Source: an optimization exercise on an open RTL-to-GDS flow (aim: small area). Production flows keep margins and buffers that such runs may drop. In this exercise RTL edits were held to simulation tests only and were not proved equivalent to the original. Power is estimated from default activity; no workload was simulated.

==> flow/design.v (excerpt) <==
module m95m02_seq (
    input  wire        clk,
    input  wire        rst,           
    input  wire        cmd_valid,
    output wire        cmd_ready,
    input  wire [3:0]  cmd_op,
    input  wire [31:0] cmd_addr,
    input  wire [31:0] cmd_len,
    input  wire [7:0]  cmd_data,
    output reg         rsp_valid,
    output wire [31:0] rsp_count,
    output wire [7:0]  rsp_data,
    output wire        rsp_flag,
    output wire [2:0]  rsp_err,
    output wire [31:0] buf_idx,
    output wire        buf_we,
    output wire [7:0]  buf_wdata,
    input  wire [7:0]  buf_rdata,
    output wire        t_init,
    output wire        t_req,
    output reg  [7:0]  t_out,
    input  wire        t_ack,
    input  wire [7:0]  t_in,
    input  wire        t_fail,
    output wire        frame_active,
    input  wire [2:0]  reg_addr,
    output reg  [31:0] reg_rdata
);
For scale: ~670 cells after synthesis, ~110 flip-flops, about 5800 µm² of cells after synthesis.
==> flow/config.mk <==
export PLATFORM = sky130hd
export DESIGN_NAME = m95m02_seq
export DESIGN_NICKNAME = m95m02_seq
export VERILOG_FILES = /design/flow/design.v
export SDC_FILE = /design/flow/constraint.sdc
export NUM_CORES = 4
export LEC_CHECK = 0
export ABC_AREA = 1
export CAP_MARGIN = 20
export CORE_MARGIN = 2
export CORE_UTILIZATION = 40
export GPL_TIMING_DRIVEN = 0
export SLEW_MARGIN = 20
==> flow/constraint.sdc <==
create_clock -name core_clock -period 8.0 [get_ports {clk}]
set_input_delay 1.6000 -clock core_clock [delete_from_list [all_inputs] [get_ports {clk}]]
set_output_delay 1.6000 -clock core_clock [all_outputs]
set_load 0.01 [all_outputs]
standard.sh (not shown) runs the stock make flow with config.mk's settings and CLKGATE_MAP_FILE= SYNTH_SCRIPT=/design/flow/synth_recipe.tcl, a recipe that flattens the netlist after the stock synthesis.
==> flow/flow/run.sh <==
#!/bin/bash
# Own layout flow: the standard flow with these changes.
#  1. Synthesis is the standard flow's synthesis script with a stronger area-oriented ABC
#     script (flow/area.abc) for the combinational logic; registers, their
#     names and cell types are as in the standard synthesis.
#  2. Ports are buffered with the smallest buffer (buf_1) instead of the
#     default clkdlybuf4s50_1.
#  3. Clock tree built from smaller clock buffers, without dummy loads.
#  4. Synthesis leaves adders to ABC (no ADDER_MAP_FILE half/full-adder cells).
#  5. Synthesis buffers are removed at floorplan (placement is not timing
#     driven, so global placement does not remove them).
# Each tool's full output goes to a log file in this folder.
set -euo pipefail
W=$PWD
F=$W/flow

sed "s#^source \$::env(SCRIPTS_DIR)/synth_preamble.tcl#&\nset abc_args [lreplace \$abc_args 1 1 $F/area.abc]#" \
    "$FLOW_HOME/scripts/synth.tcl" > "$W/own_synth_core.tcl"
grep -q "$F/area.abc" "$W/own_synth_core.tcl"
sed "s#\$::env(SCRIPTS_DIR)/synth.tcl#$W/own_synth_core.tcl#" "$W/synth_recipe.tcl" > "$W/own_synth.tcl"
grep -q own_synth_core "$W/own_synth.tcl"

bash standard.sh SYNTH_SCRIPT="$W/own_synth.tcl" ADDER_MAP_FILE= synth > "$W/synth.log" 2>&1
bash standard.sh \
    REMOVE_ABC_BUFFERS=1 \
    "BUFFER_PORTS_ARGS=-buffer_cell sky130_fd_sc_hd__buf_1" \
    "CTS_ARGS=-sink_clustering_enable -repair_clock_nets -dont_use_dummy_load -buf_list sky130_fd_sc_hd__clkbuf_4 -root_buf sky130_fd_sc_hd__clkbuf_8" \
    finish > "$W/layout.log" 2>&1
test -s "$W/out/final.def"
==> flow/flow/area.abc <==
&get -n
&st
&deepsyn -T 60
&dch -f
&nf -p -R 1000
&put
Rerun with:
--- a/flow/flow/run.sh
+++ b/flow/flow/run.sh
@@ -9,4 +9,2 @@
 #  4. Synthesis leaves adders to ABC (no ADDER_MAP_FILE half/full-adder cells).
-#  5. Synthesis buffers are removed at floorplan (placement is not timing
-#     driven, so global placement does not remove them).
 # Each tool's full output goes to a log file in this folder.
@@ -24,3 +22,2 @@
 bash standard.sh \
-    REMOVE_ABC_BUFFERS=1 \
     "BUFFER_PORTS_ARGS=-buffer_cell sky130_fd_sc_hd__buf_1" \
Settings changed: CORE_UTILIZATION 40 to 55, GPL_TIMING_DRIVEN 0 to default.
The new run completed without violations.
Register-to-register slack gains 530 ps.
Wire length drops by 5.9%.
Power fell by 0.73%.

==> static timing again, ports no longer ideal <==
No port has a modelled driver above. Below, the same layouts with a new extraction and two added sets of constraints.
Step 1: set_driving_cell puts a clkbuf_16 on clk and a buf_2 on each other input, an assumption about the parent block.
Step 2 also shifts input and output timing later by t, the mid clock arrival at the registers, as if the neighbouring blocks saw the same clock.
a / b / c = ideal / step 1 / step 2; a / b = the first two.
run | shift t [ns] | setup WS [ns] | worst setup path after step 2 | clock arrival spread, ns | worst register clock-pin slew, ns
the first run | 0.399 | 1.269 / 1.269 / 1.269 | register to register | 0.015 / 0.014 | 0.10 / 0.10
the second run | 0.418 | 1.800 / 1.800 / 1.800 | register to register | 0.023 / 0.023 | 0.10 / 0.10
After both steps setup and hold are still met in every run listed.
